From an optimization exercise on the open Yosys and OpenROAD flow, aimed at small area, a short achievable clock period and few clock cycles per item; shortcuts taken in it are not production practice.
RTL that was checked went through simulation tests only; none was proved equivalent to the original.
Power and IR drop assume default switching activity.

Setup of before:
// cptv_decoder
module cptv_decoder (
    input  wire        clk,
    input  wire        rst,           
    input  wire        cmd_valid,
    output wire        cmd_ready,
    input  wire [4:0]  cmd_width,     
    input  wire [15:0] cmd_count,     
    input  wire        cmd_hist,      
    output reg         cmd_err,       
    input  wire        in_valid,
    output wire        in_ready,
    input  wire [31:0] in_data,
    input  wire        h_valid,
    output wire        h_ready,
    input  wire [15:0] h_data,
    output reg         out_valid,
    input  wire        out_ready,
    output reg  [15:0] out_data,
    output reg         out_last
);
clock: 7.0 ns
lec_check: 0
cap_margin: 20
core_margin: 2
core_utilization: 40
setup_slack_margin: 4.6
slew_margin: 20
run.sh (not shown) runs the stock make flow with config.mk's settings and CLKGATE_MAP_FILE= SYNTH_SCRIPT=/design/flow/synth_recipe.tcl, a recipe that flattens the netlist after the stock synthesis.
before finished end to end and its layout was clean on timing, DRC and antenna.
Testbench counts of before, summed over its fixed seeds: cycles 246,500, samples 246,004.
Input-level comparison between after and before:
Settings: SETUP_SLACK_MARGIN: 4.6 -> 4.3; CORE_UTILIZATION: 40 -> 65; PLACE_DENSITY: unset -> 0.75.
- Sequential share of layout area (higher): after
- before has a lower data arrival time of the worst path than after.
- No stage failed in after, and the final checks on the layout all came back clean.
- after vs before — design area dropped by a little under 10%
- before has a higher wire length than after.

========
Another version of the RTL of cptv_decoder (not shown whole).
Size in the first run: ~1100 cells after synthesis, ~210 flip-flops, ~98 I/O pins.
clock: 7.0 ns
lec_check: 0
cap_margin: 20
core_margin: 2
core_utilization: 40
cts_cluster_diameter: 80
cts_cluster_size: 40
setup_slack_margin: 4.4
slew_margin: 20
Next try:
--- a/flow/config.mk
+++ b/flow/config.mk
@@ -13 +13 @@
-export SETUP_SLACK_MARGIN = 4.4
+export SETUP_SLACK_MARGIN = 4.5
=>
- via count is higher by 1.4%
- non-clock buffer count is higher by 26
- die area does not change
No run of this note included a check of the RTL's function; only the layout flow was run.

========
cptv_decoder, a different RTL version from the one above (not shown whole).
Size: about 1100 cells after synthesis, roughly 200 flip-flops, ~98 I/O pins, roughly 12000 sq um of cells after synthesis.
Settings: LEC_CHECK=0, CAP_MARGIN=20, CORE_MARGIN=2, CORE_UTILIZATION=40, CTS_CLUSTER_DIAMETER=80, CTS_CLUSTER_SIZE=40, SETUP_SLACK_MARGIN=4.47, SLEW_MARGIN=20; clock period 7.0 ns.
standard.sh (not shown) runs the stock make flow with config.mk's settings and CLKGATE_MAP_FILE= SYNTH_SCRIPT=/design/flow/synth_recipe.tcl, a recipe that flattens the netlist after the stock synthesis.
==> flow/flow/run.sh <==
#!/bin/bash
# The standard layout (the standard.sh, all steps), with the port
# buffers that global placement inserts made sky130_fd_sc_hd__buf_1 cells
# instead of the flow's default choice.  Every port still gets its buffer.
set -e
export BUFFER_PORTS_ARGS="-buffer_cell sky130_fd_sc_hd__buf_1"
bash standard.sh > standard.log 2>&1
The first run completed without violations.
Change:
==> flow/run.sh (new file) <==
#!/bin/bash
# synth_recipe.tcl (not shown) runs the flow's synth.tcl, then flattens the netlist and writes it again
# the make line also repeats each setting of config.mk as NAME=value (left out here)
make -C /OpenROAD-flow-scripts/flow DESIGN_CONFIG=/design/flow/config.mk WORK_HOME=/design/flow/orfs CLKGATE_MAP_FILE= SYNTH_SCRIPT=/design/flow/synth_recipe.tcl finish
removed: flow/flow/run.sh
removed: flow/standard.sh
The new run produced a clean layout; area after synthesis stays the same; first-iteration DRC count went down by a little under a tenth; global-route usage is about the same; routed wire length went up slightly; total power rose by roughly a tenth; non-clock buffer count is higher by 13.
No run of this note included a check of the RTL's function; only the layout flow was run.

========
== v32 ==
cptv_decoder, a different RTL version from the one above (not shown whole).
Size: roughly 1100 cells after synthesis, roughly 210 flip-flops, ~98 I/O pins, ~12000 um2 of cells after synthesis.
export LEC_CHECK = 0
export CAP_MARGIN = 20
export CORE_MARGIN = 2
export CORE_UTILIZATION = 40
export CTS_CLUSTER_DIAMETER = 80
export CTS_CLUSTER_SIZE = 40
export SETUP_SLACK_MARGIN = 4.6
export SLEW_MARGIN = 20
create_clock -name core_clock -period 7.0 [get_ports {clk}]
==> flow/flow/run.sh <==
#!/bin/bash
# The standard layout (the standard.sh, all steps), with the port
# buffers that global placement inserts made sky130_fd_sc_hd__buf_1 cells
# instead of the flow's default choice.  Every port still gets its buffer.
set -e
export BUFFER_PORTS_ARGS="-buffer_cell sky130_fd_sc_hd__buf_1"
bash standard.sh > standard.log 2>&1
v32: PASS, flow complete, no timing, DRC or antenna violations
Testbench counts of v32, summed over its fixed seeds: cycles 246,500, samples 246,004.
> inputs changed (v32 -> v46)
- changing SETUP_SLACK_MARGIN from 4.6 to 4.47
### Flow results
v46 finished every stage and its layout cleared the timing, DRC and antenna checks.
The internal power of the cells in v46 sits 4.8% below the value recorded for v32.
When v46 is set beside v32, its final clock period utilization by the worst path turns out to be 0.87 points larger.
A launch point of the worst path of out_last is what v32 shows, while idle belongs to v46.
Net count of the finished layout: v46 and v32 compared, lower one is v46
Looking at portion of total power attributed to the clock network across v46 and v32, the one that comes out lower is v46.
Re global-route met2 utilization: v46 and v32 aren't equal, and the higher value belongs to v46.
v46 vs v32 on combinational power share: v46 is the lower one.
Between v46 and v32, the global placement routability congestion figures differ only marginally.
The worst-case vdd ir drop of v46 was superior to that of v32.
v46 vs v32, total non-filler cell area in the finished layout went down by about 4.6%.
> inputs changed (v46 -> v34)
- changing SETUP_SLACK_MARGIN from 4.47 to 4.4
==> flow/run.sh (new file) <==
#!/bin/bash
# synth_recipe.tcl (not shown) runs the flow's synth.tcl, then flattens the netlist and writes it again
# the make line also repeats each setting of config.mk as NAME=value (left out here)
make -C /OpenROAD-flow-scripts/flow DESIGN_CONFIG=/design/flow/config.mk WORK_HOME=/design/flow/orfs CLKGATE_MAP_FILE= SYNTH_SCRIPT=/design/flow/synth_recipe.tcl finish
removed: flow/flow/run.sh
removed: flow/standard.sh
Notes after the runs:
On total non-filler cell area in the finished layout: between v46 and v34, it ends up lower for v46. Summary: worst setup slack, v34 worse than v46. Between v34 and v46, the via count does not differ in any meaningful way. Between v46 and v34, the flow reports total power increasing by a few percent. In v34, total wirelength of the detailed-routed design is higher than in v46. v34 completed; timing, DRC and antenna clean. Total area of multi-input combinational cells: v34 vs v46 down 0.43%. Side by side, share of power burned in the clock network turned out higher in v34 than in v46. For the number of buffers inserted to repair setup after CTS, v34 came in 1 lower than v46 did. Diff v46..v34 | maximum root-to-sink buffer count | unchanged. Critical-path cell with the highest stage delay = sky130_fd_sc_hd__dfxtp_4: v46; critical-path cell with the highest stage delay = sky130_fd_sc_hd__edfxtp_1: v34. v34 against v46: combined global-route utilization of all metal layers neither gained nor lost much; synthesized netlist cell count saw little to no change.
The inputs of v15 differ from those of v34 as listed below.
- SETUP_SLACK_MARGIN: 4.4 -> 4.57
==> flow/flow/run.sh (new file) <==
#!/bin/bash
# The standard layout (the standard.sh, all steps), with the port
# buffers that global placement inserts made sky130_fd_sc_hd__buf_2 cells
# instead of the flow's default choice.  Every port still gets its buffer.
set -e
export BUFFER_PORTS_ARGS="-buffer_cell sky130_fd_sc_hd__buf_2"
bash standard.sh > standard.log 2>&1
==> flow/standard.sh (new file) <==
#!/bin/bash
# synth_recipe.tcl (not shown) runs the flow's synth.tcl, then flattens the netlist and writes it again
# the make line also repeats each setting of config.mk as NAME=value (left out here)
make -C /OpenROAD-flow-scripts/flow DESIGN_CONFIG=/design/flow/config.mk WORK_HOME=/design/flow/orfs CLKGATE_MAP_FILE= SYNTH_SCRIPT=/design/flow/synth_recipe.tcl "${@:-finish}"
removed: flow/run.sh
[summary]
- v15 went all the way through synthesis, placement and routing and the layout is clean on timing, DRC and antenna.
- Compared with v34, v15 shows routed wire length that has gone up by a few percent.
- From v34 to v15 the numbers moved as follows: count of clock-buffer cells in the layout increased by 3 relative to the old numbers, fmax picked up an extra about 5.4%.
- NOTE: register share of total power in v15 falls short of that of v34
- v15 vs v34: share of cell area taken by multi-input logic gates up in v15
- Compared with v34, v15 shows non-clock buffer count that has gone up by more than a quarter.
- Relative to v34, first-iteration DRC count increased by 108 in v15.

-- afterwards: timing with drivers on the ports --
No port has a modelled driver above. Below, the same layouts with a new extraction and two added sets of constraints. Step 1 (the two cells are an assumption about what drives the block):
set clk [get_ports {clk}]
set_driving_cell -lib_cell sky130_fd_sc_hd__clkbuf_16 $clk
set_driving_cell -lib_cell sky130_fd_sc_hd__buf_2 [delete_from_list [all_inputs] $clk]
Step 2, shift: input delay + t, output delay - t, t = (earliest + latest rising clock arrival at the registers) / 2. This alone moves slack from input paths to output paths. Slacks: ideal ports / drivers / drivers and shift; pairs: ideal ports / drivers.
| run | t (ns) | slack for setup (ns) | slew at the worst register clock pin (ns) |
|---|---|---|---|
| before | 0.496 | 4.484 / 4.484 / 4.195 | 0.08 / 0.08 |
| after | 0.494 | 4.329 / 4.329 / 3.944 | 0.08 / 0.08 |
| the first run of note 2 | 0.537 | 4.379 / 4.379 / 4.030 | 0.10 / 0.10 |
| the second run of note 2 | 0.526 | 4.394 / 4.394 / 4.116 | 0.11 / 0.11 |
| the first run of note 3 | 0.524 | 4.434 / 4.434 / 4.164 | 0.11 / 0.11 |
| the second run of note 3 | 0.539 | 4.469 / 4.459 / 4.093 | 0.12 / 0.12 |
| v32 | 0.530 | 4.600 / 4.551 / 4.229 | 0.10 / 0.10 |
| v46 | 0.522 | 4.539 / 4.492 / 4.145 | 0.12 / 0.12 |
| v34 | 0.524 | 4.450 / 4.402 / 3.983 | 0.12 / 0.12 |
| v15 | 0.523 | 4.580 / 4.533 / 4.254 | 0.11 / 0.11 |
After both steps every run listed still meets setup and hold. The setup slack of v34, which loses most, moves by -0.048 ns with the drivers and by -0.467 ns with both steps.
